From an optimization exercise on the open Yosys and OpenROAD flow, aimed at small area, a short achievable clock period and few clock cycles; shortcuts taken in it are not production practice. The RTL was checked by simulation tests, not by an equivalence proof against the original design. Power figures rest on the tool's default switching activity, not on a simulated workload.

### flow/design.v
module slc_ack_engine (
    input  wire        clk,
    input  wire        rst,           
    input  wire        cmd_valid,
    output wire        cmd_ready,
    input  wire [2:0]  cmd_code,
    input  wire [7:0]  cmd_op,
    input  wire [31:0] cmd_slid,
    input  wire [15:0] cmd_pkg,
    input  wire [7:0]  cmd_rssi,
    input  wire [6:0]  cmd_plen,
    input  wire [7:0]  cmd_arg,
    input  wire [31:0] cmd_now,
    input  wire        cmd_present,
    output wire        ev_valid,
    output wire [1:0]  ev_kind,
    output wire [3:0]  ev_h,
    output wire [7:0]  ev_op,
    output wire [31:0] ev_slid,
    output wire [15:0] ev_pkg,
    output wire [7:0]  ev_rssi,
    output wire [6:0]  ev_plen,
    output wire        ev_fail,
    output wire [7:0]  ev_code,
    output wire        res_valid,
    output reg  [4:0]  res_status,
    output reg  [2:0]  res_ack,
    output reg  [3:0]  res_exc,
    output wire [7:0]  res_op,
    output wire [31:0] res_slid,
    output wire [15:0] res_pkg,
    output wire [7:0]  res_h,
    output wire [4:0]  res_n_resent,
    output wire [4:0]  res_n_failed
);
    localparam N_OUT = 16;
    localparam [2:0] C_RESET = 3'd0, C_CFG = 3'd1, C_RX = 3'd2, C_SEND = 3'd3,
                     C_TICK  = 3'd4, C_CANCEL = 3'd5, C_FWD = 3'd6, C_CALL = 3'd7;
    localparam [4:0] ST_NONE = 5'd0, ST_ACK_MATCHED = 5'd4, ST_ACK_UNMATCHED = 5'd5,
                     ST_RX_SIZE_ERR = 5'd7, ST_ERR_ADDR = 5'd10, ST_ERR_UNKNOWN_OP = 5'd11,
                     ST_BRIDGE_INERT = 5'd12, ST_SENT = 5'd14, ST_SENT_RELIABLE = 5'd15,
                     ST_OUT_FULL = 5'd16, ST_REFUSED_OP = 5'd17, ST_TOO_LONG = 5'd18,
                     ST_TICKED = 5'd19, ST_CANCELLED = 5'd20, ST_NO_ENTRY = 5'd21,
                     ST_CFG_OK = 5'd22, ST_CFG_FATAL = 5'd23, ST_NOT_RUNNING = 5'd24,
                     ST_REFUSED_STATE = 5'd25;
    localparam [2:0] ACK_SIZE_ERR = 3'd4, ACK_UNEXPECTED = 3'd2, ACK_NONE = 3'd7;
    localparam [1:0] RUN_UNCONF = 2'd0, RUN_RUNNING = 2'd1, RUN_FATAL = 2'd2;
    reg [1:0]  run;
    reg [15:0] txseq;
    reg [1:0]  e_st   [0:N_OUT-1];
    reg [1:0]  e_op   [0:N_OUT-1];
    reg [11:0] e_slid [0:N_OUT-1];
    reg [15:0] e_pkg  [0:N_OUT-1];
    reg [7:0]  e_rssi [0:N_OUT-1];
    reg [6:0]  e_plen [0:N_OUT-1];
    reg [31:0] e_dl   [0:N_OUT-1];
    reg        act;           
    reg        more;          
    reg        evv;           
    reg        k_tab;         
    reg [1:0]  k_kind;        
    reg [15:0] cur;           
    reg [15:0] rest;          
    reg [15:0] t_res;         
    reg [15:0] t_fail;        
    reg        en_op, en_slid, en_pkg, en_arg, en_h;
    reg [7:0]  c_op;
    reg [31:0] c_slid;
    reg [15:0] c_pkg;
    reg [7:0]  c_rssi;
    reg [6:0]  c_plen;
    reg [7:0]  c_arg;
    wire        running  = (run == RUN_RUNNING);
    wire [3:0]  lo       = cmd_op[3:0];
    wire        known    = (cmd_op[7:4] == 4'h3);
    wire        is_ack   = (lo == 4'hC) || (lo == 4'hE);
    wire        is_brg   = (lo == 4'h2) || (lo == 4'h3);
    wire        is_rel   = (lo == 4'h0) || (lo == 4'h1) || (lo == 4'h8);
    wire        slid_ok  = (cmd_slid[31:13] == 19'd0) &&
                           (cmd_slid[12] ? (cmd_slid[11:8] == 4'd0) : (cmd_slid[11:8] != 4'd0));
    wire [11:0] slid_e   = cmd_slid[12] ? {4'd0, cmd_slid[7:0]} : cmd_slid[11:0];
    wire        too_long = cmd_op[0] ? (cmd_plen > 7'd72) : (cmd_plen > 7'd73);
    wire [31:0] now_dl   = cmd_now + 32'd100;
    wire [15:0] txseq_n  = txseq + 16'd1;
    wire [15:0] sent, match, expd, fails;
    genvar g;
    generate
        for (g = 0; g < N_OUT; g = g + 1) begin : g_cmp
            wire [31:0] diff = cmd_now - e_dl[g];
            assign sent[g]  = (e_st[g] != 2'd0);
            assign match[g] = sent[g] && (e_slid[g] == slid_e) && (e_pkg[g] == cmd_pkg) &&
                              (e_op[g][0] == cmd_op[1]);
            assign expd[g]  = sent[g] && !diff[31];
            assign fails[g] = (e_st[g] == 2'd3);
        end
    endgenerate
    wire [15:0] free_oh  = ~sent & (sent + 16'd1);       
    wire [15:0] match_oh = match & (~match + 16'd1);     
    wire [15:0] expd_oh  = expd & (~expd + 16'd1);       
    wire        any_free = ~&sent;
    wire        any_match = |match;
    wire        can_arg  = (cmd_arg[7:4] == 4'd0) && sent[cmd_arg[3:0]];
    wire        accept   = cmd_valid && (!act || !more);
    wire        ok       = running || cmd_code == C_RESET || cmd_code == C_CFG;
    wire        do_rx    = accept && running && cmd_code == C_RX && known && slid_ok &&
                           is_ack && cmd_plen == 7'd1;
    wire        do_send  = accept && running && cmd_code == C_SEND && known && !is_ack &&
                           !is_brg && slid_ok && !too_long && (!is_rel || any_free);
    wire        do_rel   = do_send && is_rel;
    wire        do_tick  = accept && running && cmd_code == C_TICK;
    wire        do_cancel= accept && running && cmd_code == C_CANCEL && can_arg;
    wire        do_call  = accept && running && cmd_code == C_CALL;
    wire        do_reset = rst || (accept && cmd_code == C_RESET);
    integer i;
    always @(posedge clk) begin
        for (i = 0; i < N_OUT; i = i + 1) begin
            if (do_reset || do_call ||
                (do_rx && match_oh[i]) ||
                (do_cancel && cmd_arg[3:0] == i) ||
                (do_tick && expd[i] && fails[i]))
                e_st[i] <= 2'd0;
            else if (do_rel && free_oh[i])
                e_st[i] <= 2'd1;
            else if (do_tick && expd[i])
                e_st[i] <= e_st[i] + 2'd1;
            if (do_rel && free_oh[i]) begin
                e_op[i]   <= {cmd_op[3], cmd_op[0]};
                e_slid[i] <= slid_e;
                e_pkg[i]  <= txseq_n;
                e_rssi[i] <= cmd_rssi;
                e_plen[i] <= cmd_plen;
            end
            if ((do_rel && free_oh[i]) || (do_tick && expd[i] && !fails[i]))
                e_dl[i] <= now_dl;
        end
    end
    always @(posedge clk) begin
        if (do_reset) begin
            run   <= RUN_UNCONF;
            txseq <= 16'd0;
        end else begin
            if (do_send)
                txseq <= txseq_n;
            if (accept && cmd_code == C_CFG && run == RUN_UNCONF)
                run <= (cmd_present && cmd_arg == 8'd1 && slid_ok) ? RUN_RUNNING : RUN_FATAL;
        end
    end
    always @(posedge clk) begin
        if (rst) begin
            act  <= 1'b0;
            more <= 1'b0;
            evv  <= 1'b0;
        end else if (accept) begin
            act     <= 1'b1;
            c_op    <= cmd_op;
            c_slid  <= cmd_slid;
            c_pkg   <= (cmd_code == C_SEND) ? txseq_n : cmd_pkg;
            c_rssi  <= cmd_rssi;
            c_plen  <= cmd_plen;
            c_arg   <= cmd_arg;
            more    <= 1'b0;
            evv     <= 1'b0;
            k_tab   <= 1'b0;
            k_kind  <= 2'd0;
            cur     <= 16'd0;
            rest    <= 16'd0;
            t_res   <= 16'd0;
            t_fail  <= 16'd0;
            en_op   <= 1'b0;
            en_slid <= 1'b0;
            en_pkg  <= 1'b0;
            en_arg  <= 1'b0;
            en_h    <= 1'b0;
            res_status <= ST_NONE;
            res_ack    <= ACK_NONE;
            res_exc    <= 4'd0;
            if (cmd_code == C_RESET) begin
                res_status <= ST_NONE;
            end else if (cmd_code == C_CFG) begin
                if (run != RUN_UNCONF)
                    res_status <= ST_REFUSED_STATE;
                else if (!cmd_present) begin
                    res_status <= ST_CFG_FATAL;
                    res_exc    <= 4'd10;
                end else if (cmd_arg != 8'd1) begin
                    res_status <= ST_CFG_FATAL;
                    res_exc    <= 4'd9;
                end else if (!slid_ok) begin
                    res_status <= ST_CFG_FATAL;
                    res_exc    <= 4'd1;
                    en_slid    <= 1'b1;
                end else begin
                    res_status <= ST_CFG_OK;
                    en_slid    <= 1'b1;
                end
            end else if (!running) begin
                res_status <= ST_NOT_RUNNING;
            end else begin
                case (cmd_code)
                C_RX: begin
                    en_op <= 1'b1;
                    if (!known) begin
                        res_status <= ST_ERR_UNKNOWN_OP;
                        res_exc    <= 4'd3;
                        res_ack    <= ACK_UNEXPECTED;
                    end else begin
                        en_slid <= 1'b1;
                        en_pkg  <= 1'b1;
                        if (!slid_ok) begin
                            res_status <= ST_ERR_ADDR;
                            res_exc    <= 4'd1;
                        end else if (!is_ack)
                            res_status <= ST_REFUSED_OP;
                        else if (cmd_plen != 7'd1) begin
                            res_status <= ST_RX_SIZE_ERR;
                            res_ack    <= ACK_SIZE_ERR;
                        end else if (any_match) begin
                            res_status <= ST_ACK_MATCHED;
                            evv    <= 1'b1;
                            k_kind <= 2'd3;
                            cur    <= match_oh;
                            en_h   <= 1'b1;
                        end else begin
                            res_status <= ST_ACK_UNMATCHED;
                            res_ack    <= ACK_UNEXPECTED;
                        end
                    end
                end
                C_SEND: begin
                    if (!known) begin
                        res_status <= ST_ERR_UNKNOWN_OP;
                        res_exc    <= 4'd3;
                        en_op      <= 1'b1;
                    end else if (is_ack || is_brg) begin
                        res_status <= ST_REFUSED_OP;
                        en_op      <= 1'b1;
                    end else if (!slid_ok) begin
                        res_status <= ST_ERR_ADDR;
                        res_exc    <= 4'd1;
                        en_op      <= 1'b1;
                        en_slid    <= 1'b1;
                    end else if (too_long)
                        res_status <= ST_TOO_LONG;
                    else if (is_rel && !any_free)
                        res_status <= ST_OUT_FULL;
                    else begin
                        res_status <= is_rel ? ST_SENT_RELIABLE : ST_SENT;
                        en_op   <= 1'b1;
                        en_slid <= 1'b1;
                        en_pkg  <= 1'b1;
                        en_h    <= is_rel;
                        evv     <= 1'b1;
                        k_kind  <= {1'b0, is_rel};
                        cur     <= free_oh;
                    end
                end
                C_TICK: begin
                    res_status <= ST_TICKED;
                    k_tab  <= 1'b1;
                    evv    <= |expd;
                    cur    <= expd_oh;
                    rest   <= expd & ~expd_oh;
                    more   <= |(expd & ~expd_oh);
                    t_res  <= expd & ~fails;
                    t_fail <= expd & fails;
                end
                C_CANCEL: begin
                    res_status <= can_arg ? ST_CANCELLED : ST_NO_ENTRY;
                    en_arg     <= 1'b1;
                end
                C_FWD:
                    res_status <= ST_BRIDGE_INERT;
                default: begin  
                    res_status <= ST_CANCELLED;
                    t_fail     <= sent;
                end
                endcase
            end
        end else if (act && more) begin
            cur  <= rest & (~rest + 16'd1);
            rest <= rest & ~(rest & (~rest + 16'd1));
            more <= |(rest & ~(rest & (~rest + 16'd1)));
        end else begin
            act <= 1'b0;
            evv <= 1'b0;
        end
    end
    assign cmd_ready = !act || !more;
    assign res_valid = act && !more;
    assign ev_valid  = evv;
    function [3:0] enc16;
        input [15:0] oh;
        integer j;
        begin
            enc16 = 4'd0;
            for (j = 0; j < 16; j = j + 1)
                if (oh[j]) enc16 = enc16 | j[3:0];
        end
    endfunction
    function [4:0] pop16;
        input [15:0] v;
        integer j;
        begin
            pop16 = 5'd0;
            for (j = 0; j < 16; j = j + 1)
                pop16 = pop16 + {4'd0, v[j]};
        end
    endfunction
    reg [1:0]  m_op;
    reg [11:0] m_slid;
    reg [15:0] m_pkg;
    reg [7:0]  m_rssi;
    reg [6:0]  m_plen;
    integer k;
    always @(*) begin
        m_op = 2'd0; m_slid = 12'd0; m_pkg = 16'd0; m_rssi = 8'd0; m_plen = 7'd0;
        for (k = 0; k < N_OUT; k = k + 1) begin
            m_op   = m_op   | (e_op[k]   & {2{cur[k]}});
            m_slid = m_slid | (e_slid[k] & {12{cur[k]}});
            m_pkg  = m_pkg  | (e_pkg[k]  & {16{cur[k]}});
            m_rssi = m_rssi | (e_rssi[k] & {8{cur[k]}});
            m_plen = m_plen | (e_plen[k] & {7{cur[k]}});
        end
    end
    wire [31:0] m_slid32 = (m_slid[11:8] == 4'd0) ? {19'd0, 1'b1, 4'd0, m_slid[7:0]}
                                                  : {20'd0, m_slid};
    wire        cur_fail = |(cur & t_fail);
    wire [3:0]  cur_h    = enc16(cur);
    assign ev_kind = k_tab ? {1'b1, cur_fail} : k_kind;
    assign ev_fail = k_tab & cur_fail;
    assign ev_h    = cur_h;
    assign ev_op   = k_tab ? {4'h3, m_op[1], 2'b00, m_op[0]} : c_op;
    assign ev_slid = k_tab ? m_slid32 : c_slid;
    assign ev_pkg  = k_tab ? m_pkg  : c_pkg;
    assign ev_rssi = k_tab ? m_rssi : c_rssi;
    assign ev_plen = k_tab ? m_plen : c_plen;
    assign ev_code = c_arg;
    assign res_op       = c_op   & {8{en_op}};
    assign res_slid     = c_slid & {32{en_slid}};
    assign res_pkg      = c_pkg  & {16{en_pkg}};
    assign res_h        = (c_arg & {8{en_arg}}) | {4'd0, cur_h & {4{en_h}}};
    assign res_n_resent = pop16(t_res);
    assign res_n_failed = pop16(t_fail);
endmodule
### flow/constraint.sdc
create_clock -name core_clock -period 7.0 [get_ports {clk}]
set_input_delay 1.4000 -clock core_clock [delete_from_list [all_inputs] [get_ports {clk}]]
set_output_delay 1.4000 -clock core_clock [all_outputs]
set_load 0.01 [all_outputs]
### flow/run.sh
#!/bin/bash
# synth_recipe.tcl (not shown) runs the flow's synth.tcl, then flattens the netlist and writes it again
# the make line also repeats each setting of config.mk as NAME=value (left out here)
make -C /OpenROAD-flow-scripts/flow DESIGN_CONFIG=/design/flow/config.mk WORK_HOME=/design/flow/orfs CLKGATE_MAP_FILE= SYNTH_SCRIPT=/design/flow/synth_recipe.tcl finish
### flow/config.mk
export PLATFORM = sky130hd
export DESIGN_NAME = slc_ack_engine
export DESIGN_NICKNAME = slc_ack_engine
export VERILOG_FILES = /design/flow/design.v
export SDC_FILE = /design/flow/constraint.sdc
export NUM_CORES = 4
export LEC_CHECK = 0
export CAP_MARGIN = 20
export CORE_MARGIN = 2
export CORE_UTILIZATION = 40
export PLACE_DENSITY = 0.6
export SLEW_MARGIN = 20
==> notes.md <==
worst max-delay path, cell delays in order, from the launching register on:
cell and delay, ns:
sky130_fd_sc_hd__edfxtp_1 0.44, sky130_fd_sc_hd__fa_1 0.56, sky130_fd_sc_hd__inv_1 0.06, sky130_fd_sc_hd__fa_1 0.48
sky130_fd_sc_hd__fa_1 0.54, sky130_fd_sc_hd__fa_1 0.41, sky130_fd_sc_hd__inv_1 0.06, sky130_fd_sc_hd__ha_1 0.16
sky130_fd_sc_hd__inv_1 0.06, sky130_fd_sc_hd__fa_1 0.41, sky130_fd_sc_hd__nor2b_1 0.14, sky130_fd_sc_hd__o21a_1 0.12
sky130_fd_sc_hd__clkdlybuf4s50_1 0.62
metal layers:
metal  part of all wire  vias to the layer above  wire length [um]
li1                   -                    22182                 -
met1               0.41                    25320            105000
met2               0.44                     2903            113000
met3               0.10                      549             25700
met4              0.046                       14             11700
met5            0.00038                        -                96
state kept, by name, summed over array words and instances (netlist names), 3 cells and up:
name	cells
res_status	5
c_pkg	16
e_plen	112
c_arg	8
c_slid	32
txseq	16
e_pkg	256
res_ack	3
e_op	32
e_rssi	128
t_res	16
c_rssi	8
c_plen	7
e_dl	512
c_op	8
cur	16
rest	15
e_st	32
e_slid	192
t_fail	16
res_exc	3
synthesized netlist by cell type, types with 7 or more instances:
cell | count | area (sq um)
sky130_fd_sc_hd__nand3_1 | 125 | 626
sky130_fd_sc_hd__clkbuf_1 | 104 | 390
sky130_fd_sc_hd__edfxtp_1 | 1392 | 41800
sky130_fd_sc_hd__inv_1 | 576 | 2160
sky130_fd_sc_hd__mux2_2 | 17 | 191
sky130_fd_sc_hd__a221o_1 | 12 | 120
sky130_fd_sc_hd__xnor2_1 | 428 | 3750
sky130_fd_sc_hd__a31oi_1 | 24 | 150
sky130_fd_sc_hd__a21o_1 | 57 | 428
sky130_fd_sc_hd__or3_1 | 11 | 68.8
sky130_fd_sc_hd__nor2_1 | 292 | 1100
sky130_fd_sc_hd__mux2i_1 | 26 | 260
sky130_fd_sc_hd__a22oi_1 | 232 | 1740
sky130_fd_sc_hd__dfxtp_1 | 53 | 1060
sky130_fd_sc_hd__nand2b_1 | 30 | 188
sky130_fd_sc_hd__nor3b_1 | 7 | 52.6
sky130_fd_sc_hd__a21oi_1 | 270 | 1350
sky130_fd_sc_hd__nor2b_1 | 73 | 457
sky130_fd_sc_hd__a221oi_1 | 83 | 727
sky130_fd_sc_hd__nor4_1 | 57 | 357
sky130_fd_sc_hd__o21a_1 | 10 | 75.1
sky130_fd_sc_hd__a211oi_1 | 26 | 195
sky130_fd_sc_hd__and2_1 | 68 | 425
sky130_fd_sc_hd__o211ai_1 | 13 | 97.6
sky130_fd_sc_hd__or4_1 | 8 | 60.1
sky130_fd_sc_hd__buf_1 | 35 | 131
sky130_fd_sc_hd__xor2_1 | 128 | 1120
sky130_fd_sc_hd__a41oi_1 | 9 | 78.8
sky130_fd_sc_hd__o22ai_1 | 15 | 93.8
sky130_fd_sc_hd__o31ai_1 | 13 | 97.6
sky130_fd_sc_hd__nor3_1 | 75 | 375
sky130_fd_sc_hd__o21ai_0 | 157 | 786
sky130_fd_sc_hd__and3_1 | 44 | 275
sky130_fd_sc_hd__a22o_1 | 75 | 657
sky130_fd_sc_hd__fa_1 | 20 | 400
sky130_fd_sc_hd__nor3_2 | 9 | 90.1
sky130_fd_sc_hd__ha_1 | 524 | 6560
sky130_fd_sc_hd__and4_1 | 19 | 166
sky130_fd_sc_hd__nand2_1 | 219 | 822
sky130_fd_sc_hd__buf_2 | 58 | 290
sky130_fd_sc_hd__inv_2 | 10 | 37.5
sky130_fd_sc_hd__or2_2 | 16 | 100
sky130_fd_sc_hd__nand4_1 | 183 | 1140
where the power goes:
| group | internal [mW] | leakage (nW) | total, mW | switching [mW] |
|---|---|---|---|---|
| combinational | 0.625 | 15.7 | 1.67 | 1.05 |
| clock | 4.86 | 2.56 | 8.59 | 3.73 |
| sequential | 9.50 | 13.5 | 9.54 | 0.0327 |
path summary, 6_finish.rpt:
path                                 from                     to  cells after the start
hold reg to reg     txseq[1]$_SDFFE_PP0P_  txseq[1]$_SDFFE_PP0P_                      2
setup reg to reg  e_st[3][0]$_SDFFE_PP0P_   e_dl[9][5]$_DFFE_PP_                     15
hold / removal      txseq[1]$_SDFFE_PP0P_  txseq[1]$_SDFFE_PP0P_                      2
setup / recovery  t_fail[0]$_SDFFCE_PP0P_        res_n_failed[4]                     12
cell type report:
| cell class | count | area (sq um) |
|---|---|---|
| timing repair buffer | 533 | 5040 |
| fill | 15825 | 93800 |
| multi-input combinational | 3481 | 26700 |
| inverter | 586 | 2200 |
| clock inverter | 103 | 1200 |
| sequential | 1445 | 42900 |
| clock buffer | 187 | 4120 |
| tap | 2355 | 2950 |
| antenna | 3 | 7.51 |
cells by family (layout without fill, tap and decap cells):
family                     after synthesis  in the layout
DFF                                   1445           1445
and+or+nand+nor                       1274           1274
AOI/OAI and AO/OA                     1053           1053
buffers and inverters                  787           1409
xor gates and xnor gates               556            556
adders and majority gates              549            549
muxes                                   48             48
other                                    1              4
metrics by stage:
| stage | worst slack [ns] | cell area [sq um] | hold slack [ns] | util | instances |
|---|---|---|---|---|---|
| after floorplan | 0.930 | 72100 | 0.449 | - | 5713 |
| after global placement | 0.878 | 79600 | 0.462 | 0.445 | 8398 |
| after detailed placement | 0.820 | 79700 | 0.481 | 0.446 | 8400 |
| after CTS | 0.584 | 85000 | 0.489 | 0.475 | 8690 |
| after global routing | 0.493 | 85000 | 0.532 | 0.476 | 8692 |
| final | 0.701 | 85000 | 0.490 | 0.476 | 8693 |
==> flow_summary.json <==
{
  "status": "timing/DRC/antenna clean",
  "initial_antenna_violation_count": 17,
  "post-route-period-util": 0.900,
  "muxShareOfSynthArea": 0.00788,
  "drt-wirelength-per-cell_um": 29.4,
  "worst-slew-pin-transition_ns": 1.16,
  "asyncSetResetFlopFracSynth": 0,
  "ant_nets": 0,
  "m3_gr_usage": 0.0569,
  "path_class": "reg -> out",
  "globalplace.congestion": 1.02,
  "grt_usage": 0.272,
  "setup_repair_after_global_routing_missed_its_margin": "no",
  "post_synth_fa_ha_maj_area_fraction": 0.0971,
  "synth.ff_latch_count": 1445,
  "share_of_post_route_cells_with_drive_strength_above_1": 0.0979,
  "mappedNetlistArea_sq_um": 72100,
  "synthDistinctLibCells": 89,
  "setup_viol": 0,
  "finalCriticalPeriod_ns": 6.30,
  "ioPinCount": 293,
  "ys_seq_area_frac": 0.594,
  "slew_viol_final": 0,
  "cts-resized-gates": 0,
  "worst-endpoint-arrival_ns": 4.90,
  "globalRoute.totalOverflow": 0,
  "r2r_setup_slack_ns": 1.57,
  "vias_per_cell": 5.86,
  "power.total_mw": 19.8,
  "global_route.peak_usage_layer": "met2",
  "finalSetupTns_ns": 0,
  "synth_ff_type": "sky130_fd_sc_hd__edfxtp_1",
  "cts_tree": "built",
  "first_global_vias": 49303,
  "die_width_um": 429,
  "cts.hold.buffers_added": 0,
  "powerDensity_nw_per_um2": 233,
  "fin_skew_ns": 0.0611,
  "synth_warnings": 8,
  "total_of_max_cap_violations": 0,
  "clk_latency_ns": 0.85,
  "worst_setup_path_end_kind": "output port",
  "fin_nets": 6868,
  "detail_route.iter0.violations": 6676,
  "grt_use_met2": 0.417,
  "mostFrequentLayoutCells": "sky130_fd_sc_hd__edfxtp_1, sky130_fd_sc_hd__inv_1, sky130_fd_sc_hd__ha_1",
  "die_area_sq_um": 184000,
  "fraction_of_the_mapped_netlist_area_in_compound_gates": 0.0984,
  "clock-sinks": 1445,
  "required_ns": 5.60,
  "cts.clk_slew.worst_paths_ns": 0.06,
  "layout.cells.most_common": "sky130_fd_sc_hd__edfxtp_1",
  "critical_path.startpoint_type": "flip-flop",
  "drcViolationCount": 0,
  "average_cell_area_after_synthesis_sq_um": 12.6,
  "dp_hpwl_um": 175000,
  "cts-root-buf": "sky130_fd_sc_hd__clkbuf_16",
  "cts-htree-levels": 4,
  "std_cell_rows": 155,
  "grt_first_pass_wirelength_um": 360000,
  "placeable_core_area_sq_um": 179000,
  "synth-edff-count": 1392,
  "synth_top_family_by_area": "compound AO/OA/AOI/OAI gates",
  "p_leak_nw": 31.7,
  "floorplan.die.height_um": 429,
  "dr_total_vias": 50968,
  "cp_max_fo": 2,
  "area_growth_pct": 17.9,
  "postRouteWirelength_um": 255000,
  "drt-pass1-iter-count": 7,
  "fmax_ghz": 0.159,
  "xor_and_xnor_fraction_of_the_mapped_netlist_area": 0.0675,
  "ir_drop_mv": 0.222,
  "numCtsBuffers": 159,
  "synth.net_count": 6375,
  "hp-class": "reg -> reg",
  "cts_post_setup_buffers_inserted": 0,
  "placement.io_buffers": 291,
  "globalRouteMet1Util": 0.375,
  "largest_net_degree_at_the_start_of_global_routing": 92,
  "yosys.area_share.simple": 0.0924,
  "finalHoldViolations": 0,
  "slew_headroom": 0.225,
  "synthesized_netlist_cell_count": 5713,
  "cts.path.max_buffers": 3,
  "start_util": 0.403
}
Testbench counts, summed over its fixed seeds: cycles 5,652.

separate check: timing with driven ports:
The flow's constraints put no driver on any port. The routed layout listed below was extracted and timed again, unchanged, in two steps.
Step 1: set_driving_cell puts a clkbuf_16 on clk and a buf_2 on each other input, an assumption about the parent block.
Step 2 adds t to the input delays and takes it off the output delays; t is the mean of the earliest and latest rising clock arrival at the registers after step 1. Input paths then give back, and output paths get back, about the clock's delay inside the block.
Three values: ideal, step 1, step 2; two values: the first two.
shift t [ns]: 0.900
setup slack, ns: 0.701 / 0.623 / 0.512
pins driven straight from the clock port: 1
After both steps this run still meets setup and hold. The setup slack of this run moves by -0.078 ns with the drivers and by -0.189 ns with both steps.
